From an optimization exercise on the open Yosys and OpenROAD flow, aimed at small area, a short achievable clock period and few clock cycles; shortcuts taken in it are not production practice.
The RTL was checked by simulation tests, not by an equivalence proof against the original design.
Power and IR drop assume default switching activity.

## flow/design.v

```verilog
module pmhf_engine (
    input  wire        clk,
    input  wire        rst,
    input  wire        req_valid,
    input  wire        req_write,
    input  wire [11:0] req_addr,
    input  wire [63:0] req_wdata,
    output reg  [63:0] rdata,
    output wire        irq
);
  localparam integer W     = 16;
  localparam integer B     = 32;
  localparam integer N_MAX = 32;
  localparam integer L_MAX = 4;
  localparam [63:0] ID_VALUE = 64'h0000_0004_2010_0001;
  localparam [63:0] HA       = 64'd845897321;
  localparam [63:0] HB       = 64'd217728422;
  localparam [11:0] A_ID      = 12'h000;
  localparam [11:0] A_NMAX    = 12'h008;
  localparam [11:0] A_CMD     = 12'h010;
  localparam [11:0] A_STATUS  = 12'h018;
  localparam [11:0] A_INTEN   = 12'h020;
  localparam [11:0] A_OPA     = 12'h028;
  localparam [11:0] A_OPB     = 12'h030;
  localparam [11:0] A_SIZE    = 12'h038;
  localparam [11:0] A_SEED    = 12'h040;
  localparam [11:0] A_L       = 12'h048;
  localparam [11:0] A_ERRDET  = 12'h050;
  localparam [11:0] A_ACTN    = 12'h058;
  localparam [3:0] E_NONE     = 4'd0;
  localparam [3:0] E_INVALID  = 4'd1;
  localparam [3:0] E_NOTCFG   = 4'd2;
  localparam [3:0] E_ILLEGAL  = 4'd3;
  localparam [3:0] E_ORDER    = 4'd4;
  localparam [3:0] E_KEYW     = 4'd5;
  localparam [3:0] P_IDLE   = 4'd0;
  localparam [3:0] P_ERR    = 4'd1;
  localparam [3:0] P_CFG    = 4'd2;
  localparam [3:0] P_RQSTART = 4'd3;
  localparam [3:0] P_HASH   = 4'd4;
  localparam [3:0] P_GSUM   = 4'd5;
  localparam [3:0] P_DIV    = 4'd6;
  localparam [3:0] P_PROBE  = 4'd7;
  localparam [3:0] P_RUN    = 4'd8;    
  localparam [3:0] P_RQITEM = 4'd9;
  localparam [3:0] P_RQSEG  = 4'd10;
  localparam [3:0] P_RQSWAP = 4'd11;
  localparam [1:0] OP_ADD = 2'd0;
  localparam [1:0] OP_CON = 2'd1;
  localparam [1:0] OP_OVL = 2'd2;
  reg        st_busy, st_done, st_result, st_err, st_cfg_valid, st_ovr;
  reg [3:0]  st_errcode, st_lastop;
  reg        inten;
  reg [63:0] opa, opb, cfg_size, cfg_seed, cfg_l;
  reg [63:0] cfg_delta [0:L_MAX-1];
  reg [6:0]  errdetail;
  reg [5:0]  act_n;
  reg [63:0] act_seed, act_seed2;
  reg [2:0]  act_l;
  reg [4:0]  act_delta [0:L_MAX-1];
  reg [4:0]  act_shift [0:L_MAX-1];
  reg [B-1:0] cells [0:N_MAX-1];
  reg [3:0]  phase;
  reg [3:0]  cur_op;
  reg [1:0]  op_kind;
  reg [3:0]  err_code_lat;
  reg [6:0]  lat_det;
  reg [5:0]  lat_n;
  reg [63:0] lat_seed;
  reg [2:0]  lat_l;
  reg [4:0]  lat_delta [0:L_MAX-1];
  reg [W-1:0] key_lo, key_hi;
  reg [1:0]  lidx;           
  reg [W-1:0] pkey;          
  reg [W-1:0] ekey;          
  reg        p_cov;          
  reg [63:0] ha_r, hb_r;
  reg [63:0] gq;             
  reg [10:0] rem;
  reg [6:0]  dcnt;
  reg [4:0]  rcell, rcell_end;
  reg [4:0]  rhib;
  reg [W:0]   cursor;
  reg [W-1:0] seg_lo [0:1];
  reg [W-1:0] seg_hi [0:1];
  reg         seg_v  [0:1];
  reg [W-1:0] nseg_lo [0:1];
  reg [W-1:0] nseg_hi [0:1];
  reg         nseg_v  [0:1];
  reg [1:0]   ncount;
  reg         segidx;
  reg [W:0]   item_end;      
  integer j;
  function [63:0] hash64;
    input [W-1:0] x;
    input [63:0]  seed;
    reg   [63:0]  v;
    begin
      v = seed ^ {48'd0, x};
      v = v + 64'h9E37_79B9_7F4A_7C15;
      v = v ^ (v >> 29);
      v = v + (v << 23);
      v = v ^ (v >> 31);
      v = v + (v << 17);
      v = v ^ (v >> 33);
      hash64 = v;
    end
  endfunction
  reg [6:0]  v_det;
  reg [64:0] v_n;
  reg [66:0] v_sum;
  reg        v_dzero, v_wover;
  reg [2:0]  v_nl;
  reg [63:0] v_d;
  reg [15:0] v_bits;
  always @* begin
    v_n     = ({1'b0, cfg_size} + 65'd3) >> 2;
    v_nl    = (cfg_l > L_MAX) ? L_MAX[2:0] : cfg_l[2:0];
    v_sum   = 67'd0;
    v_dzero = 1'b0;
    v_wover = 1'b0;
    v_bits  = {v_n[10:0], 5'd0};
    for (j = 0; j < L_MAX; j = j + 1) begin
      if (j < v_nl) begin
        v_d   = cfg_delta[j];
        v_sum = v_sum + {3'd0, v_d};
        if (v_d == 64'd0) v_dzero = 1'b1;
        else if (v_d > 64'd12) v_wover = 1'b1;
        else if ((16'd1 << (v_d[3:0] - 4'd1)) > v_bits) v_wover = 1'b1;
      end
    end
    v_det[0] = (cfg_size == 64'd0);
    v_det[1] = (cfg_l == 64'd0);
    v_det[2] = (cfg_l > L_MAX);
    v_det[3] = v_dzero;
    v_det[4] = (v_sum > W);
    v_det[5] = (v_n > N_MAX);
    v_det[6] = (cfg_size != 64'd0) && (v_n <= N_MAX) && v_wover;
  end
  wire [4:0]  l_delta = act_delta[lidx];
  wire [4:0]  l_shift = act_shift[lidx];
  wire [3:0]  l_wbits = l_delta[3:0] - 4'd1;            
  wire [4:0]  l_pshift = l_shift + l_delta - 5'd1;       
  wire [10:0] l_nbits = {act_n[5:0], 5'd0};              
  wire [10:0] l_m     = l_nbits >> l_wbits;               
  wire [15:0] l_omask = (16'd1 << l_wbits) - 16'd1;
  wire [W-1:0] l_prefix = pkey >> l_pshift;
  wire [W-1:0] l_off_p  = (pkey >> l_shift) & l_omask;
  wire [W-1:0] l_off_e  = (ekey >> l_shift) & l_omask;
  wire [15:0] q1 = ({5'd0, rem} << l_wbits) + l_off_p;
  wire [15:0] q2 = ({5'd0, rem} << l_wbits) + l_off_e;
  wire [11:0] d_shift = {rem, gq[63]};
  wire [11:0] d_sub   = d_shift - {1'b0, l_m};
  wire        d_ge    = ~d_sub[11];
  wire [B-1:0] rd_cell = cells[q1[9:5]];
  wire [B-1:0] run_cell = cells[rcell];
  wire [B-1:0] run_mask = ((32'hFFFF_FFFF) << ((rcell == q1[9:5]) ? q1[4:0] : 5'd0)) &
                          ((32'hFFFF_FFFF) >> (5'd31 - ((rcell == rcell_end) ? rhib : 5'd31)));
  wire [4:0]  c_shift  = act_shift[lidx];
  wire [4:0]  c_pshift = act_shift[lidx] + act_delta[lidx] - 5'd1;
  wire [W:0]  c_bw     = 17'd1 << c_shift;
  wire [W:0]  c_xe     = cursor + c_bw - 17'd1;
  wire        c_cover  = (cursor < {1'b0, key_lo}) || (c_xe > {1'b0, key_hi});
  wire [W:0]  c_wend   = cursor | ((17'd1 << c_pshift) - 17'd1);
  wire [W:0]  c_hic    = (({1'b0, key_hi} + 17'd1) & ~((17'd1 << c_shift) - 17'd1)) - 17'd1;
  wire [W:0]  c_sh     = {1'b0, seg_hi[segidx]};
  wire [W:0]  c_e1     = (c_sh < c_wend) ? c_sh : c_wend;
  wire [W:0]  c_e      = (c_e1 < c_hic) ? c_e1 : c_hic;
  wire [4:0]  ch_w     = act_shift[lidx - 2'd1];
  wire [W-1:0] ch_amask = ~((16'd1 << ch_w) - 16'd1);
  wire [W-1:0] ch_lo0  = (pkey > key_lo) ? pkey : key_lo;
  wire [W-1:0] ch_hi0  = (item_end[W-1:0] < key_hi) ? item_end[W-1:0] : key_hi;
  wire [W-1:0] ch_lo   = ch_lo0 & ch_amask;
  wire [W-1:0] ch_hi   = (ch_hi0 & ch_amask) + ((16'd1 << ch_w) - 16'd1);
  wire [4:0]  t_w      = act_shift[act_l - 3'd1];
  wire [W-1:0] t_amask = ~((16'd1 << t_w) - 16'd1);
  wire        wr       = req_valid & req_write;
  wire        rd       = req_valid & ~req_write;
  wire        wr_cmd   = wr && (req_addr == A_CMD);
  wire        wr_stat  = wr && (req_addr == A_STATUS);
  wire [63:0] status_word = {48'd0, st_lastop, st_errcode, 2'b00, st_ovr,
                             st_cfg_valid, st_err, st_result, st_done, st_busy};
  reg [63:0] rd_value;
  always @* begin
    rd_value = 64'd0;
    case (req_addr)
      A_ID:     rd_value = ID_VALUE;
      A_NMAX:   rd_value = N_MAX;
      A_STATUS: rd_value = status_word;
      A_INTEN:  rd_value = {63'd0, inten};
      A_OPA:    rd_value = opa;
      A_OPB:    rd_value = opb;
      A_SIZE:   rd_value = cfg_size;
      A_SEED:   rd_value = cfg_seed;
      A_L:      rd_value = cfg_l;
      A_ERRDET: rd_value = {57'd0, errdetail};
      A_ACTN:   rd_value = st_cfg_valid ? {58'd0, act_n} : 64'd0;
      12'h100:  rd_value = cfg_delta[0];
      12'h108:  rd_value = cfg_delta[1];
      12'h110:  rd_value = cfg_delta[2];
      12'h118:  rd_value = cfg_delta[3];
      default:  rd_value = 64'd0;
    endcase
  end
  assign irq = st_done & inten & ~rst;
  wire        cmd_legal = (req_wdata >= 64'd1) && (req_wdata <= 64'd4);
  wire        key_bad   = (opa[63:W] != 0) ||
                          ((req_wdata == 64'd4) && (opb[63:W] != 0));
  reg  [3:0]  launch_err;
  always @* begin
    if (!cmd_legal)                                   launch_err = E_ILLEGAL;
    else if (req_wdata == 64'd1)                      launch_err = E_NONE;
    else if (!st_cfg_valid)                           launch_err = E_NOTCFG;
    else if (key_bad)                                 launch_err = E_KEYW;
    else if ((req_wdata == 64'd4) && (opa[W-1:0] > opb[W-1:0])) launch_err = E_ORDER;
    else                                              launch_err = E_NONE;
  end
  task complete_ok;
    input r;
    begin
      st_busy    <= 1'b0;
      st_done    <= 1'b1;
      st_result  <= r;
      st_err     <= 1'b0;
      st_errcode <= E_NONE;
      st_lastop  <= cur_op;
      phase      <= P_IDLE;
    end
  endtask
  always @(posedge clk) begin
    if (rst) begin
      rdata        <= 64'd0;
      st_busy      <= 1'b0;
      st_done      <= 1'b0;
      st_result    <= 1'b0;
      st_err       <= 1'b0;
      st_cfg_valid <= 1'b0;
      st_ovr       <= 1'b0;
      st_errcode   <= 4'd0;
      st_lastop    <= 4'd0;
      inten        <= 1'b0;
      opa          <= 64'd0;
      opb          <= 64'd0;
      cfg_size     <= 64'd0;
      cfg_seed     <= 64'd0;
      cfg_l        <= 64'd0;
      for (j = 0; j < L_MAX; j = j + 1) cfg_delta[j] <= 64'd0;
      errdetail    <= 7'd0;
      act_n        <= 6'd0;
      phase        <= P_IDLE;
    end else begin
      if (rd) rdata <= rd_value;
      if (wr) begin
        case (req_addr)
          A_INTEN: inten    <= req_wdata[0];
          A_OPA:   opa      <= req_wdata;
          A_OPB:   opb      <= req_wdata;
          A_SIZE:  cfg_size <= req_wdata;
          A_SEED:  cfg_seed <= req_wdata;
          A_L:     cfg_l    <= req_wdata;
          12'h100: cfg_delta[0] <= req_wdata;
          12'h108: cfg_delta[1] <= req_wdata;
          12'h110: cfg_delta[2] <= req_wdata;
          12'h118: cfg_delta[3] <= req_wdata;
          default: ;
        endcase
      end
      if (wr_stat) begin
        if (req_wdata[1] && !st_busy) st_done <= 1'b0;
        if (req_wdata[5]) st_ovr <= 1'b0;
      end
      if (wr_cmd && st_busy) st_ovr <= 1'b1;
      if (wr_cmd && !st_busy) begin
        st_busy      <= 1'b1;
        st_done      <= 1'b0;
        st_result    <= 1'b0;
        st_err       <= 1'b0;
        st_errcode   <= 4'd0;
        errdetail    <= 7'd0;
        cur_op       <= req_wdata[3:0];
        err_code_lat <= launch_err;
        lat_det      <= v_det;
        lat_n        <= v_n[5:0];
        lat_seed     <= cfg_seed;
        lat_l        <= cfg_l[2:0];
        for (j = 0; j < L_MAX; j = j + 1) lat_delta[j] <= cfg_delta[j][4:0];
        key_lo       <= opa[W-1:0];
        key_hi       <= opb[W-1:0];
        pkey         <= opa[W-1:0];
        lidx         <= 2'd0;
        op_kind      <= (req_wdata[2:0] == 3'd2) ? OP_ADD :
                        (req_wdata[2:0] == 3'd3) ? OP_CON : OP_OVL;
        if (launch_err != E_NONE)   phase <= P_ERR;
        else if (req_wdata == 64'd1) phase <= P_CFG;
        else if (req_wdata == 64'd4) phase <= P_RQSTART;
        else                         phase <= P_HASH;
      end
      case (phase)
        P_ERR: begin
          st_busy    <= 1'b0;
          st_done    <= 1'b1;
          st_result  <= 1'b0;
          st_err     <= 1'b1;
          st_errcode <= err_code_lat;
          st_lastop  <= cur_op;
          phase      <= P_IDLE;
        end
        P_CFG: begin
          if (lat_det != 7'd0) begin
            errdetail  <= lat_det;
            st_busy    <= 1'b0;
            st_done    <= 1'b1;
            st_result  <= 1'b0;
            st_err     <= 1'b1;
            st_errcode <= E_INVALID;
            st_lastop  <= cur_op;
            phase      <= P_IDLE;
          end else begin
            for (j = 0; j < N_MAX; j = j + 1) cells[j] <= {B{1'b0}};
            act_n     <= lat_n;
            act_seed  <= lat_seed;
            act_seed2 <= HA * lat_seed + HB;
            act_l     <= lat_l;
            for (j = 0; j < L_MAX; j = j + 1) act_delta[j] <= lat_delta[j];
            act_shift[0] <= 5'd0;
            act_shift[1] <= lat_delta[0];
            act_shift[2] <= lat_delta[0] + lat_delta[1];
            act_shift[3] <= lat_delta[0] + lat_delta[1] + lat_delta[2];
            st_cfg_valid <= 1'b1;
            complete_ok(1'b0);
          end
        end
        P_RQSTART: begin
          lidx      <= act_l[1:0] - 2'd1;
          seg_lo[0] <= key_lo & t_amask;
          seg_hi[0] <= (key_hi & t_amask) + ~t_amask;
          seg_v[0]  <= 1'b1;
          seg_v[1]  <= 1'b0;
          nseg_v[0] <= 1'b0;
          nseg_v[1] <= 1'b0;
          ncount    <= 2'd0;
          segidx    <= 1'b0;
          cursor    <= {1'b0, key_lo & t_amask};
          phase     <= P_RQITEM;
        end
        P_HASH: begin
          ha_r  <= hash64(l_prefix, act_seed);
          hb_r  <= hash64(l_prefix, act_seed2);
          phase <= P_GSUM;
        end
        P_GSUM: begin
          gq    <= ha_r + hb_r * lidx + lidx * lidx;
          rem   <= 11'd0;
          dcnt  <= 7'd0;
          phase <= P_DIV;
        end
        P_DIV: begin
          rem  <= d_ge ? d_sub[10:0] : d_shift[10:0];
          gq   <= {gq[62:0], 1'b0};
          dcnt <= dcnt + 7'd1;
          if (dcnt == 7'd63) begin
            phase <= P_PROBE;
          end
        end
        P_PROBE: begin
          case (op_kind)
            OP_ADD: begin
              cells[q1[9:5]] <= rd_cell | (32'd1 << q1[4:0]);
              if ({1'b0, lidx} == act_l - 3'd1) complete_ok(1'b0);
              else begin
                lidx  <= lidx + 2'd1;
                phase <= P_HASH;
              end
            end
            OP_CON: begin
              if (!rd_cell[q1[4:0]]) complete_ok(1'b0);
              else if ({1'b0, lidx} == act_l - 3'd1) complete_ok(1'b1);
              else begin
                lidx  <= lidx + 2'd1;
                phase <= P_HASH;
              end
            end
            default: begin
              if (p_cov) begin
                if (rd_cell[q1[4:0]]) begin
                  nseg_lo[ncount[0]] <= ch_lo;
                  nseg_hi[ncount[0]] <= ch_hi;
                  nseg_v[ncount[0]]  <= 1'b1;
                  ncount <= ncount + 2'd1;
                end
                cursor <= item_end + 17'd1;
                phase  <= P_RQITEM;
              end else begin
                rcell     <= q1[9:5];
                rcell_end <= q2[9:5];
                rhib      <= q2[4:0];
                phase     <= P_RUN;
              end
            end
          endcase
        end
        P_RUN: begin
          if ((run_cell & run_mask) != {B{1'b0}}) complete_ok(1'b1);
          else if (rcell == rcell_end) begin
            cursor <= item_end + 17'd1;
            phase  <= P_RQITEM;
          end else begin
            rcell <= rcell + 5'd1;
          end
        end
        P_RQITEM: begin
          if (cursor > c_sh) begin
            phase <= P_RQSEG;
          end else if (c_cover) begin
            p_cov    <= 1'b1;
            item_end <= c_xe;
            pkey     <= cursor[W-1:0];
            phase    <= P_HASH;
          end else begin
            p_cov    <= 1'b0;
            item_end <= c_e;
            pkey     <= cursor[W-1:0];
            ekey     <= c_e[W-1:0];
            phase    <= P_HASH;
          end
        end
        P_RQSEG: begin
          if (segidx == 1'b1 || !seg_v[1]) begin
            phase <= P_RQSWAP;
          end else begin
            segidx <= 1'b1;
            cursor <= {1'b0, seg_lo[1]};
            phase  <= P_RQITEM;
          end
        end
        P_RQSWAP: begin
          if (ncount == 2'd0 || lidx == 2'd0) begin
            complete_ok(1'b0);
          end else begin
            seg_lo[0] <= nseg_lo[0];
            seg_hi[0] <= nseg_hi[0];
            seg_v[0]  <= nseg_v[0];
            seg_lo[1] <= nseg_lo[1];
            seg_hi[1] <= nseg_hi[1];
            seg_v[1]  <= nseg_v[1];
            nseg_v[0] <= 1'b0;
            nseg_v[1] <= 1'b0;
            ncount    <= 2'd0;
            lidx      <= lidx - 2'd1;
            segidx    <= 1'b0;
            cursor    <= {1'b0, nseg_lo[0]};
            phase     <= P_RQITEM;
          end
        end
        default: ;
      endcase
    end
  end
endmodule
```

## flow/run.sh

```bash
#!/bin/bash
# synth_recipe.tcl (not shown) runs the flow's synth.tcl, then flattens the netlist and writes it again
# the make line also repeats each setting of config.mk as NAME=value (left out here)
make -C /OpenROAD-flow-scripts/flow DESIGN_CONFIG=/design/flow/config.mk WORK_HOME=/design/flow/orfs CLKGATE_MAP_FILE= SYNTH_SCRIPT=/design/flow/synth_recipe.tcl finish
```

## flow/config.mk

```make
export PLATFORM = sky130hd
export DESIGN_NAME = pmhf_engine
export DESIGN_NICKNAME = pmhf_engine
export VERILOG_FILES = /design/flow/design.v
export SDC_FILE = /design/flow/constraint.sdc
export NUM_CORES = 4
export LEC_CHECK = 0
export CAP_MARGIN = 20
export CORE_MARGIN = 2
export CORE_UTILIZATION = 40
export PLACE_DENSITY = 0.6
export SLEW_MARGIN = 20
```

## flow/constraint.sdc

```tcl
create_clock -name core_clock -period 15.0 [get_ports {clk}]
set_input_delay 3.0000 -clock core_clock [delete_from_list [all_inputs] [get_ports {clk}]]
set_output_delay 3.0000 -clock core_clock [all_outputs]
set_load 0.01 [all_outputs]
```

==> flow_summary.toml <==
[outcome]
outcome = "finished clean"

[finish]
stdcell_count = 24170
area_growth_pct = 10.83
drive_gt1_share_pct = 10.82
seq_area_sq_mm = 0.06569
mostFrequentLayoutCell = "nand2_1"
multiInputGateArea_sq_mm = 0.1055
fillCellCount = 42490
final_cell_mix = "nand2_1 (1913), nor2_1 (1805), edfxtp_1 (1735)"
nets = 20060
final_area_sq_mm = 0.1997

[yosys]
synth-warning-count = 8
yosys_most_used_dff = "edfxtp_1"
syn-instance-count = 17980
ys_types = 112
yosysSeqAreaShare_pct = 36.44
syn-cell-area_sq_mm = 0.1802
synth_xor_area_share_pct = 4.770
synth_area_per_cell_sq_um = 10.02
synth_edf_count = 1735
synthMuxAreaShare_pct = 10.38
synth_compound_gate_area_share_pct = 12.28
synthArstFlopShare_pct = 0
synthSimpleGateAreaFrac_pct = 13.39
synth-adder-area-share_pct = 17.23
synth_seq_cells = 2413
synth_top_family_by_area = "adder cells"

[cts]
worstSkewPairLatency_ns = 1.00
hold_buffers = 0
cts_tree = "built"
numCtsBuffers = 283
clock_sinks = 2413
clock-root-buffer = "clkbuf_16"
path_clk_slew_ns = 0.06
clock_path_buffers = 4
cts-htree-levels = 5

[grt]
grt_overflow = 0
grt_max_degree = 130
antenna_found_initial = 63
grt_pass1_wl_um = 1001000
grt_pass1_vias = 140100
grt_usage_pct = 30.10

[hold_path]
hold_start = "nseg_hi[1][0]"
hp-class = "flip-flop to flip-flop"

[detailed_routing]
num_vias = 146100
wl_per_cell_um = 29.08
via_per_inst = 6.047
routed_wl_um = 702900
initialDrtViolationCount = 19830
drc = 0
drt_pass1_iterations = 10
ant_nets = 0

[sta]
skew_ns = 0.1040
worst_pin_slew_ns = 1.331
finalCriticalPeriod_ns = 14.32
hold_ws_ns = 0.3769
min_period_over_period_pct = 95.45
fmax_ghz = 0.06984
setup_tns_ns = 0
maxSlewViolCount = 0
rsz0062_at_grt = "true"
setup_viol = 0
hold_viol = 0
timing.slew.headroom_pct = 10.83

[floorplanning]
coreArea_sq_mm = 0.4488
start_util_pct = 40.16
rows = 246
fp.dieH_um = 675.2
io_pins = 145
fp.dieArea_sq_mm = 0.4559
die_w_um = 675.2

[job]
maxCapViolCount = 0

[critical_path]
critPathArrivalTime_ns = 15.00
slowest_delay_ns = 0.50
cpMostUsedCell = "xnor2_1"
worst_ep_required_time_ns = 15.69
start_kind = "flip-flop"
worstPathMaxFanout = 7
path_class = "flip-flop to flip-flop"
cp-end-kind = "flip-flop"
timing.rr.start = "lidx[0]"
cp-startpoint = "lidx[0]"
cpMaxStageDelayCell = "a2111oi_2"

[place]
dp_hpwl_um = 511400
portBuffers = 144
postPlaceCellArea_sq_mm = 0.1901
dpl.cell_count = 23620
gp_congestion = 1.018

[power]
p_leak_nw = 78.88
total_power_w = 0.01897
vdd_ir_drop_max_mv = 0.1284
power_density_mw_per_mm2 = 95.00
## path summary, 6_finish.rpt
| path | slack [ns] | cells after the start | to |
|---|---|---|---|
| max | 0.68 | 66 | ha_r[30] |
| min | 0.38 | 0 | seg_hi[1][0] |
| max reg2reg | 0.68 | 66 | ha_r[30] |
| min reg2reg | 0.38 | 0 | seg_hi[1][0] |
## flip-flops by register name (all words and copies together), names as in the netlist, 17 cells and up, named ones only
| register | flops |
|---|---|
| nseg_lo | 32 |
| gq | 64 |
| lat_seed | 64 |
| act_seed | 64 |
| cfg_size | 64 |
| nseg_hi | 32 |
| cfg_l | 64 |
| ha_r | 64 |
| opa | 64 |
| cfg_delta | 256 |
| seg_hi | 32 |
| rdata | 64 |
| opb | 64 |
| cursor | 17 |
| item_end | 17 |
| act_seed2 | 63 |
| cells | 1024 |
| hb_r | 64 |
| cfg_seed | 64 |
| lat_delta | 20 |
## per-layer routing
metal	global-route usage (%)	vias to the layer above	wire length, um
met5	0	-	96
met4	14.75	18	40570
met3	7.905	1490	85270
met2	43.80	8639	293800
met1	41.44	72140	283100
li1	-	63870	-
## cell families after synthesis
logic type	count (synthesis)
fa+ha+maj	2021
compound gates	3457
buf+inv	2596
flops	2413
mux	1101
other cells	1
xor+xnor	962
simple gates	5430
## final cells by class
type                    instances  area share (%)
diodes                         36         0.04510
clock buffers                 369           3.822
clock inverters               140          0.8595
inverters                    1599           3.007
multi-input cells           12970           52.83
flip-flops and latches       2413           32.89
well taps                    5952           3.728
repair buffers                686           2.820
## synth_stat cells, types with 362 or more instances
cell | instances | area share (%)
xnor2_1 | 579 | 2.8
xor2_1 | 366 | 1.8
a21o_1 | 375 | 1.6
dfxtp_1 | 678 | 7.5
edfxtp_1 | 1735 | 29
clkbuf_1 | 815 | 1.7
nor2_1 | 1821 | 3.8
inv_1 | 1592 | 3.3
o21ai_0 | 494 | 1.4
a21oi_1 | 1344 | 3.7
nand2_1 | 1977 | 4.1
mux2i_1 | 362 | 2.0
mux4_2 | 601 | 7.5
ha_1 | 1251 | 8.7
fa_1 | 768 | 8.5
## critical path: cells and delay by family, from the launching register on
kind | cells | cell delay (ns)
compound gates | 29 | 6.83
fa+ha+maj | 8 | 2.31
xor+xnor | 10 | 1.60
simple gates | 8 | 1.29
buf+inv | 10 | 1.27
flops | 1 | 0.40
mux | 1 | 0.36
## through the flow
step | setup WS, ns | utilization (%)
global placement | 0.1694 | 42.34
CTS | 0.03733 | 44.44
finish | 0.6822 | 44.51
detailed placement | 0.06549 | 42.36
floorplan | 0.2185 | -
global route | -0.06661 | 44.50
## repair_timing
action / CTS / global route
buffers inserted: 0 / 4
endpoints found under the setup margin: 0 / 53
gates resized for setup: 0 / 28
## report_power, final
group	switching [W]	internal, W	leakage, nW
Sequential	0.0000857	0.00726	19.5
Clock	0.00307	0.00404	4.53
Combinational	0.00280	0.00172	54.8
Total	0.00596	0.0130	78.9
Testbench counts, summed over its fixed seeds: cycles 113,405.

separate check: timing with driven ports:
How much do the figures lean on ideal ports? The routed layout below was timed once more, with nothing changed but the port constraints. Step 1 (the two cells are an assumption about what drives the block):
set clk [get_ports {clk}]
set_driving_cell -lib_cell sky130_fd_sc_hd__clkbuf_16 $clk
set_driving_cell -lib_cell sky130_fd_sc_hd__buf_2 [delete_from_list [all_inputs] $clk]
Step 2 times the ports against the registers' clock, not the clock port: input delays grow and output delays shrink by t, the midpoint of the rising clock arrivals with the driver on. Slacks: ideal ports / drivers / drivers and shift; pairs: ideal ports / drivers.
shift t [ns]: 1.050
setup slack, ns: 0.682 / 0.682 / 0.682
latest minus earliest clock arrival (ns): 0.123 / 0.123
worst register clock-pin slew, ns: 0.07 / 0.07
After both steps setup and hold are still met in this run. For this run, drivers alone change the setup slack by 0.000 ns; drivers and shift together by 0.000 ns.
